This is an optimization exercise on Yosys and OpenROAD, whose aim is small area, a short achievable clock period and few clock cycles per item, not a production implementation.
Only simulation tests tie the RTL to the original design; equivalence was not proved.
No activity file was given, so power comes from the tool's default toggle rates.

File: design.v
module pvga_draw (
    input  wire        clk,
    input  wire        rst,           
    input  wire        cmd_we,        
    input  wire [31:0] cmd_a,
    input  wire [31:0] cmd_b,
    input  wire [31:0] fb_base,
    input  wire [2:0]  err_clr,       
    output reg         busy,
    output reg         err_busy,
    output reg         err_op,
    output reg         err_coord,
    output reg         mem_req,
    output reg         mem_we,
    output wire [31:0] mem_addr,
    output wire [31:0] mem_wdata,
    input  wire        mem_gnt,
    input  wire        mem_rvalid,
    input  wire [31:0] mem_rdata
);
    localparam [2:0] P_IDLE = 3'd0, P_S1 = 3'd1, P_S2 = 3'd2,
                     P_A = 3'd3,     
                     P_B = 3'd4,     
                     P_C = 3'd5,     
                     P_M = 3'd6;     
    wire [3:0]         a_op = cmd_a[31:28];
    wire signed [11:0] a_xa = cmd_a[11:0];
    wire signed [11:0] a_ya = cmd_a[23:12];
    wire signed [11:0] a_yb = cmd_b[23:12];
    wire a_is_draw = (a_op >= 4'd1) && (a_op <= 4'd4);
    wire a_is_rsvd = (a_op >= 4'h7);
    wire a_x_ok  = (a_xa >= 0) && (a_xa < 640);
    wire a_ya_ok = (a_ya >= 0) && (a_ya < 480);
    wire a_yb_ok = (a_yb >= 0) && (a_yb < 480);
    wire a_coord_ok = (a_op == 4'd1) ? (a_x_ok && a_ya_ok) :
                      (a_op == 4'd4) ? (a_x_ok && a_ya_ok && a_yb_ok) : 1'b1;
    wire accept = cmd_we && a_is_draw && !busy && a_coord_ok;
    reg [2:0]  ph;
    reg        t_hl, t_vl, t_fill;  
    reg [2:0]  col;
    reg [11:0] xa_r, xb_r, ya_r;
    reg [8:0]  yb_r;
    reg [5:0]  q1;
    reg [3:0]  r1, r2;
    reg [5:0]  q2;
    reg [8:0]  yk;
    reg [14:0] cnt;
    reg [6:0]  stride;
    reg        multi;             
    reg        wrap;              
    reg        at0;               
    reg        wv;                
    reg        nxd;               
    reg [29:0] addr;              
    reg [31:0] wbuf;
    assign mem_addr  = {addr, 2'b00};
    wire [29:0] fillword = {10{col}};
    assign mem_wdata = (ph == P_M) ? {2'b00, fillword} : wbuf;
    function [9:0] clamp_x(input [11:0] v);
        if (v[11])                 clamp_x = 10'd0;
        else if (v[10:0] > 11'd639) clamp_x = 10'd639;
        else                       clamp_x = v[9:0];
    endfunction
    function [8:0] clamp_y(input [11:0] v);
        if (v[11])                 clamp_y = 9'd0;
        else if (v[10:0] > 11'd479) clamp_y = 9'd479;
        else                       clamp_y = v[8:0];
    endfunction
    function [5:0] div10(input [9:0] x);
        reg [17:0] p;
        begin
            p = {8'd0, x} + {6'd0, x, 2'd0} + {5'd0, x, 3'd0} + {2'd0, x, 6'd0} + {1'd0, x, 7'd0};
            div10 = p[16:11];
        end
    endfunction
    wire [9:0] cxa = clamp_x(xa_r);
    wire [9:0] cxb = clamp_x(xb_r);
    wire [5:0] qa = div10(cxa);
    wire [5:0] qb = div10(cxb);
    wire [3:0] ra = cxa[3:0] - {qa[2:0], 3'd0} - {qa[2:0], 1'd0};
    wire [3:0] rb = cxb[3:0] - {qb[2:0], 3'd0} - {qb[2:0], 1'd0};
    wire signed [11:0] sxa = xa_r;
    wire signed [11:0] sxb = xb_r;
    wire       swap = t_hl && (sxa > sxb);
    wire       yswap = t_vl && (yb_r < ya_r[8:0]);
    wire [8:0] ydiff = yswap ? (ya_r[8:0] - yb_r) : (yb_r - ya_r[8:0]);
    wire [14:0] j1   = {yk, q1};
    wire        j1z  = (j1 == 15'd0);
    wire [6:0]  hspan = {1'b0, q2} - {1'b0, q1};
    wire first_cap = multi && at0 && !wv;
    wire [3:0] m_lo = (multi && !first_cap) ? 4'd0 : r1;
    wire [3:0] m_hi = (multi && first_cap)  ? 4'd9 : r2;
    reg  [31:0] merged;
    integer s;
    always @(*) begin
        merged = mem_rdata;
        for (s = 0; s < 10; s = s + 1)
            if ((s[3:0] >= m_lo) && (s[3:0] <= m_hi))
                merged[3*s +: 3] = col;
    end
    wire wr_go  = (ph == P_C) && mem_req && mem_gnt;
    wire cap    = mem_rvalid && (!wv || wr_go);
    wire drop   = mem_rvalid && wv && !wr_go;
    wire more   = t_hl ? (multi && at0) : (cnt != 15'd0);
    wire cnt_ge2 = (cnt[14:1] != 14'd0);
    wire cnt_one = (cnt == 15'd1);
    reg [2:0] nph;       
    reg       ndone;     
    reg [2:0] dsel;      
    always @(*) begin
        nph = ph; ndone = 1'b0; dsel = 3'd0;
        case (ph)
            P_A: if (more) begin nph = P_B; dsel = 3'd1; end
                 else      begin nph = P_C; dsel = 3'd0; end
            P_B: begin nph = P_C; dsel = 3'd2; end
            P_C: begin
                if (!more)                        begin ndone = 1'b1; end
                else if (t_hl && cnt != 15'd0)    begin nph = P_M; dsel = 3'd4; end
                else if (nxd)                     begin nph = P_A; dsel = 3'd1; end
                else if (!t_hl && cnt_ge2)        begin nph = P_B; dsel = 3'd3; end
                else                              begin nph = P_C; dsel = 3'd1; end
            end
            P_M: begin
                dsel = 3'd4;
                if (cnt_one) begin
                    if (t_fill)   ndone = 1'b1;
                    else if (nxd) nph = P_A;
                    else          nph = P_C;
                end
            end
            default: ;
        endcase
    end
    reg [10:0] dlo;
    reg        dneg;
    always @(*) begin
        case (dsel)
            3'd1:    begin dlo = {4'd0, stride};        dneg = 1'b0; end
            3'd2:    begin dlo = ~{4'd0, stride};       dneg = 1'b1; end
            3'd3:    begin dlo = {3'd0, stride, 1'b0};  dneg = 1'b0; end
            3'd4:    begin dlo = 11'd1;                 dneg = 1'b0; end
            default: begin dlo = 11'd0;                 dneg = 1'b0; end
        endcase
    end
    wire fix = wrap && at0 && (dsel != 3'd0);
    reg [15:0] delta;
    reg        cin;
    always @(*) begin
        cin = 1'b0;
        case (ph)
            P_S1: delta = 16'hFFFF;                                
            P_S2: delta = t_fill ? 16'd1 : (j1z ? 16'd30720 : {1'b0, j1});
            default: begin
                cin = dneg;
                if (!fix)      delta = {{5{dneg}}, dlo};
                else if (dneg) delta = {5'b01110, dlo};            
                else           delta = {5'b10001, dlo};            
            end
        endcase
    end
    wire [29:0] addr_nx = addr + {{14{delta[15]}}, delta} + {29'd0, cin};
    wire go = mem_req && mem_gnt;
    always @(posedge clk) begin
        if (rst) begin
            ph        <= P_IDLE;
            busy      <= 1'b0;
            err_busy  <= 1'b0;
            err_op    <= 1'b0;
            err_coord <= 1'b0;
            mem_req   <= 1'b0;
            mem_we    <= 1'b0;
        end else begin
            if (err_clr[0]) err_busy  <= 1'b0;
            if (err_clr[1]) err_op    <= 1'b0;
            if (err_clr[2]) err_coord <= 1'b0;
            if (cmd_we) begin
                if (a_is_rsvd) err_op <= 1'b1;
                else if (a_is_draw) begin
                    if (busy) err_busy <= 1'b1;
                    else if (!a_coord_ok) err_coord <= 1'b1;
                end
            end
            case (ph)
                P_IDLE: if (accept) begin
                    busy <= 1'b1;
                    ph   <= P_S1;
                end
                P_S1: ph <= P_S2;
                P_S2: begin
                    ph      <= t_fill ? P_M : P_A;
                    mem_req <= 1'b1;
                    mem_we  <= t_fill;
                end
                default: begin
                    if (go) begin
                        if (ndone) begin
                            ph      <= P_IDLE;
                            busy    <= 1'b0;
                            mem_req <= 1'b0;
                            mem_we  <= 1'b0;
                        end else begin
                            ph      <= nph;
                            mem_we  <= (nph == P_C) || (nph == P_M);
                            mem_req <= (nph != P_C) || (cap || (wv && !wr_go));
                        end
                    end else if (ph == P_C) begin
                        mem_req <= cap || wv;
                    end
                end
            endcase
        end
    end
    always @(posedge clk) begin
        if (!busy) begin
            xa_r   <= cmd_a[11:0];
            ya_r   <= cmd_a[23:12];
            xb_r   <= cmd_b[11:0];
            yb_r   <= cmd_b[20:12];
            col    <= cmd_a[27:25];
            t_hl   <= (cmd_a[31:28] == 4'd3);
            t_fill <= (cmd_a[31:28] == 4'd2);
            t_vl   <= (cmd_a[31:28] == 4'd4);
            addr   <= fb_base[31:2];
        end else begin
            if (ph == P_S1 || ph == P_S2 || go)
                addr <= addr_nx;
        end
        if (ph == P_S1) begin
            q1 <= swap ? qb : qa;
            r1 <= swap ? rb : ra;
            q2 <= swap ? qa : qb;
            r2 <= t_hl ? (swap ? ra : rb) : ra;
            yk <= (t_hl || !yswap) ? clamp_y(ya_r) : yb_r;
            cnt <= t_fill ? 15'd30720 : (t_vl ? {6'd0, ydiff} : 15'd0);
        end
        if (ph == P_S2) begin
            stride <= t_hl ? hspan : 7'd64;
            multi  <= t_hl && (q1 != q2);
            if (t_hl) cnt <= {9'd0, hspan[5:0] - 6'd1};
            wrap   <= j1z && !t_fill;
            at0    <= 1'b1;
            wv     <= 1'b0;
            nxd    <= 1'b0;
        end else begin
            if (cap) wbuf <= merged;
            wv <= cap || (wv && !wr_go);
            if (go && (ph == P_C) && more) at0 <= 1'b0;
            if (drop) nxd <= 1'b1;
            if (go && nph == P_A && !ndone) nxd <= 1'b0;
            if (go && ((ph == P_C && !t_hl) || ph == P_M)) cnt <= cnt - 15'd1;
        end
    end
endmodule
File: config.mk
export PLATFORM = sky130hd
export DESIGN_NAME = pvga_draw
export DESIGN_NICKNAME = pvga_draw
export VERILOG_FILES = /design/flow/design.v
export SDC_FILE = /design/flow/constraint.sdc
export NUM_CORES = 4
export LEC_CHECK = 0
export CAP_MARGIN = 20
export CORE_MARGIN = 2
export CORE_UTILIZATION = 40
export SLEW_MARGIN = 20
File: run.sh
#!/bin/bash
# synth_recipe.tcl (not shown) runs the flow's synth.tcl, then flattens the netlist and writes it again
# the make line also repeats each setting of config.mk as NAME=value (left out here)
make -C /OpenROAD-flow-scripts/flow DESIGN_CONFIG=/design/flow/config.mk WORK_HOME=/design/flow/orfs CLKGATE_MAP_FILE= SYNTH_SCRIPT=/design/flow/synth_recipe.tcl finish
File: constraint.sdc
create_clock -name core_clock -period 12.0 [get_ports {clk}]
set_input_delay 2.4000 -clock core_clock [delete_from_list [all_inputs] [get_ports {clk}]]
set_output_delay 2.4000 -clock core_clock [all_outputs]
set_load 0.01 [all_outputs]
==> summary.txt <==
Worst Max-Slew Pin Slew = 1.06 ns
Setup Crit Path Kind = flop to flop
cts bufs inserted = 17
Routed WL per cell = 17.0 um
Initial Util = 40.4%
Slew Limit Fails = 0
DP HPWL = 27200 um
critical path startpoint category = flop
CP arrival = 6.30 ns
peak supply drop = 0.000134 V
Core ar. = 34400 um^2
Post-CTS Setup Bufs = 0
Final Hold Vio Count = 0
CTS tree = yes
die area = 36200 um^2
area grow syn2layout = 21.6%
Via density = 5.41
Final nets = 1928
power per standard cell area = 246 nW/um^2
Syn Area/Cell = 9.61 um^2
cts repair resizes = 0
H-tree Lvls = 4
Clock Skew = 0.0115 ns
GR Util met2 = 32.3%
critical path peak fanout = 7
Filler Cells Inserted = 3275
number of synthesized flops with an enable pin = 151
Port Buffers = 192
distinct cell type count after synthesis = 81
gr usage total = 20.0%
max-cap viol count = 0
total number of vias = 11300
met3 usage = 3.88%
total grt overflow = 0
Final setup viols = 0
final core utilization = 49.2%
drt pass-1 iters = 5
Seq pwr share = 25.0%
RSZ-0062 raised after global routing = no
std cell rows = 68
P_sw = 0.00183 W
clock-pin slew on the worst setup and hold paths = 0.07 ns
Min-Delay Path Class = flop to flop
post-route design area = 16900 um^2
gr busiest metal = met2
Ys Warns = 1
ys async rst share = 0%
fin crit period = 6.11 ns
worst skew pair latency = 0.46 ns
fraction of layout cells with a size suffix above 1 = 7.40%
Combinational Power Share = 60.9%
Switching Share = 44.1%
global routing met1 resource utilization = 27.3%
violation count after the first detailed-route iteration = 693
Clock power frac = 14.1%
FF+latch count, synth = 178
Leak = 7.10 nW
ANT nets after route = 0
outcome = finished clean
vias in the first global route = 11200
global-route wire length before repair = 57300 um
drt total wl = 35600 um
CP endpoint kind = flop
sequential share of the synthesized area = 36.5%
Root Buffer = clkbuf_16
Syn Inst Count = 1446
gpl congestion = 0.895
max_slew headroom = 29.2%
Residual DRC = 0
largest net degree at the start of global routing = 59
WHS = 0.463 ns
initial antenna violation count = 0
Max Buffers Root-to-Sink = 2
Die Y = 190 um
Tcrit/Tclk final = 50.9%
hold buffers post-CTS = 0
Top FF cell, synth = edfxtp_1
internal power = 0.00233 W
clock sink count = 178
r2r setup slk = 5.89 ns
total negative slack = 0 ns
Pwr Total = 0.00416 W
Critical Path RT = 12.18 ns
Post-Syn Area = 13900 um^2
Die X = 190 um
Area after DPL = 16300 um^2
fmax = 0.164 GHz
# IOs = 206
ant diodes = 0
==> layer usage <==
| layer | vias up | routed length (um) |
|---|---|---|
| li1 | 5608 | - |
| met1 | 5354 | 16800 |
| met2 | 312 | 16300 |
| met3 | 43 | 1900 |
| met4 | 0 | 565 |
| met5 | - | 0 |
==> synthesized netlist by cell type, types with 8 or more instances <==
cell,n,area [um^2]
a211oi_1,9,67.6
a21o_1,13,97.6
a21oi_1,66,330
a31oi_1,14,87.6
and2_1,13,81.3
clkbuf_1,37,139
dfxtp_1,27,541
edfxtp_1,151,4530
fa_1,43,861
ha_1,127,1590
inv_1,122,458
mux2_2,50,563
mux2i_1,30,300
nand2_1,179,672
nand2b_1,13,81.3
nand3_1,25,125
nand4_1,10,62.6
nor2_1,105,394
nor2b_1,17,106
nor3_1,42,210
o21a_1,22,165
o21ai_0,81,405
o221ai_1,9,78.8
o22ai_1,11,68.8
o31ai_1,21,158
or2_2,12,75.1
or3_1,8,50.1
xnor2_1,33,289
xor2_1,19,166
==> flip-flops by register name, summed over array words and instances, names as in the netlist, 6 cells and up <==
signal and flops:
wbuf 32, addr 30, cnt 15, xa_r 12, xb_r 12, ya_r 12
yb_r 9, yk 9, stride 7, q1 6, q2 6
==> kinds of logic (layout without fill, tap and decap cells) <==
| group | after synthesis | count (layout) | share of synthesized area, % |
|---|---|---|---|
| compound gates | 333 | 333 | 16.0 |
| xor+xnor | 52 | 52 | 3.28 |
| fa+ha+maj | 170 | 170 | 17.6 |
| buf+inv | 170 | 358 | 4.66 |
| flops | 178 | 178 | 36.5 |
| mux | 82 | 82 | 6.40 |
| other cells | 1 | 2 | 0.0270 |
| simple gates | 460 | 460 | 15.4 |
==> cell usage in the layout, fill, tap and decap left out, types with 25 or more instances in the layout <==
| master | count |
|---|---|
| o21ai_0 | 81 |
| clkdlybuf4s50_1 | 192 |
| mux2i_1 | 30 |
| dfxtp_1 | 26 |
| ha_1 | 127 |
| mux2_2 | 50 |
| edfxtp_1 | 151 |
| nand2_1 | 178 |
| inv_1 | 121 |
| xnor2_1 | 33 |
| nand3_1 | 25 |
| fa_1 | 43 |
| a21oi_1 | 66 |
| nor2_1 | 103 |
| nor3_1 | 42 |
==> final timing paths <==
| kind | depth (start not counted) | end | start |
|---|---|---|---|
| setup / recovery | 19 | r1[3] | xb_r[8] |
| hold / removal | 2 | cnt[10] | cnt[10] |
| setup reg to reg | 19 | r1[3] | xb_r[8] |
| hold reg to reg | 2 | cnt[10] | cnt[10] |
==> layout make-up <==
class	count	area (um^2)	share of cell area, %
clock inverter	12	145	0.859
timing repair buffer	203	2000	11.9
tap	455	569	3.37
sequential	178	5080	30.0
multi-input combinational	1099	8180	48.4
clock buffer	20	457	2.70
inverter	123	462	2.73
==> metrics by stage <==
step                      std cells  worst slack, ns
after floorplan                1447             6.55
after global placement         2058             5.97
after detailed placement       2058             5.89
after CTS                      2090             5.87
after global routing           2090             5.49
final                          2090             5.89
==> worst max-delay path: stages, from the launching register on <==
cell and delay (ns):
edfxtp_1 0.42, o21a_1 0.23, or2_2 0.33, o21ai_0 0.53
inv_1 0.28, fa_1 0.59, fa_1 0.45, fa_1 0.48
ha_1 0.32, a21o_1 0.19, a2111oi_0 0.39, o31a_1 0.29
o31ai_1 0.13, a21oi_1 0.24, ha_1 0.31, nand2_1 0.07
nand3b_1 0.10, xnor2_1 0.20, xnor2_1 0.18, mux2i_1 0.13
==> power by group through the flow <==
| stage | Combinational [W] | Sequential [W] | Clock [W] |
|---|---|---|---|
| after detailed placement | 0.00251 | 0.00105 | 0 |
| after global routing | 0.00285 | 0.00106 | 0.000625 |
| after CTS | 0.00253 | 0.00104 | 0.000603 |
| after floorplan | 0.00186 | 0.00101 | 0 |
| after global placement | 0.00246 | 0.00105 | 0 |
| final | 0.00254 | 0.00104 | 0.000588 |
Testbench counts, summed over its fixed seeds: cycles 61,411, items 2,000.

-- afterwards: timing with drivers on the ports --
No port has a modelled driver above. Below, the same layout with a new extraction and two added sets of constraints.
Step 1 sets driving cells, clkbuf_16 on the clock port and buf_2 on the other inputs (assumed; they add their load-dependent delay and slew).
Step 2 moves the port delays by t, midway between the first and last clock arrival at a register: inputs arrive t later, outputs are due t later. That takes back most of the time a late clock gives input paths.
Three values: no drivers, after step 1, after step 2; two values: the first two.
t (ns): 0.500
setup WS [ns]: 5.887 / 5.887 / 5.887
worst setup path after step 2: register to register
clock arrival spread, ns: 0.014 / 0.013
worst slew at a driven data input, ns: 0.07
After both steps setup and hold are still met in this run. For this run, drivers alone change the setup slack by 0.000 ns; drivers and shift together by 0.000 ns.
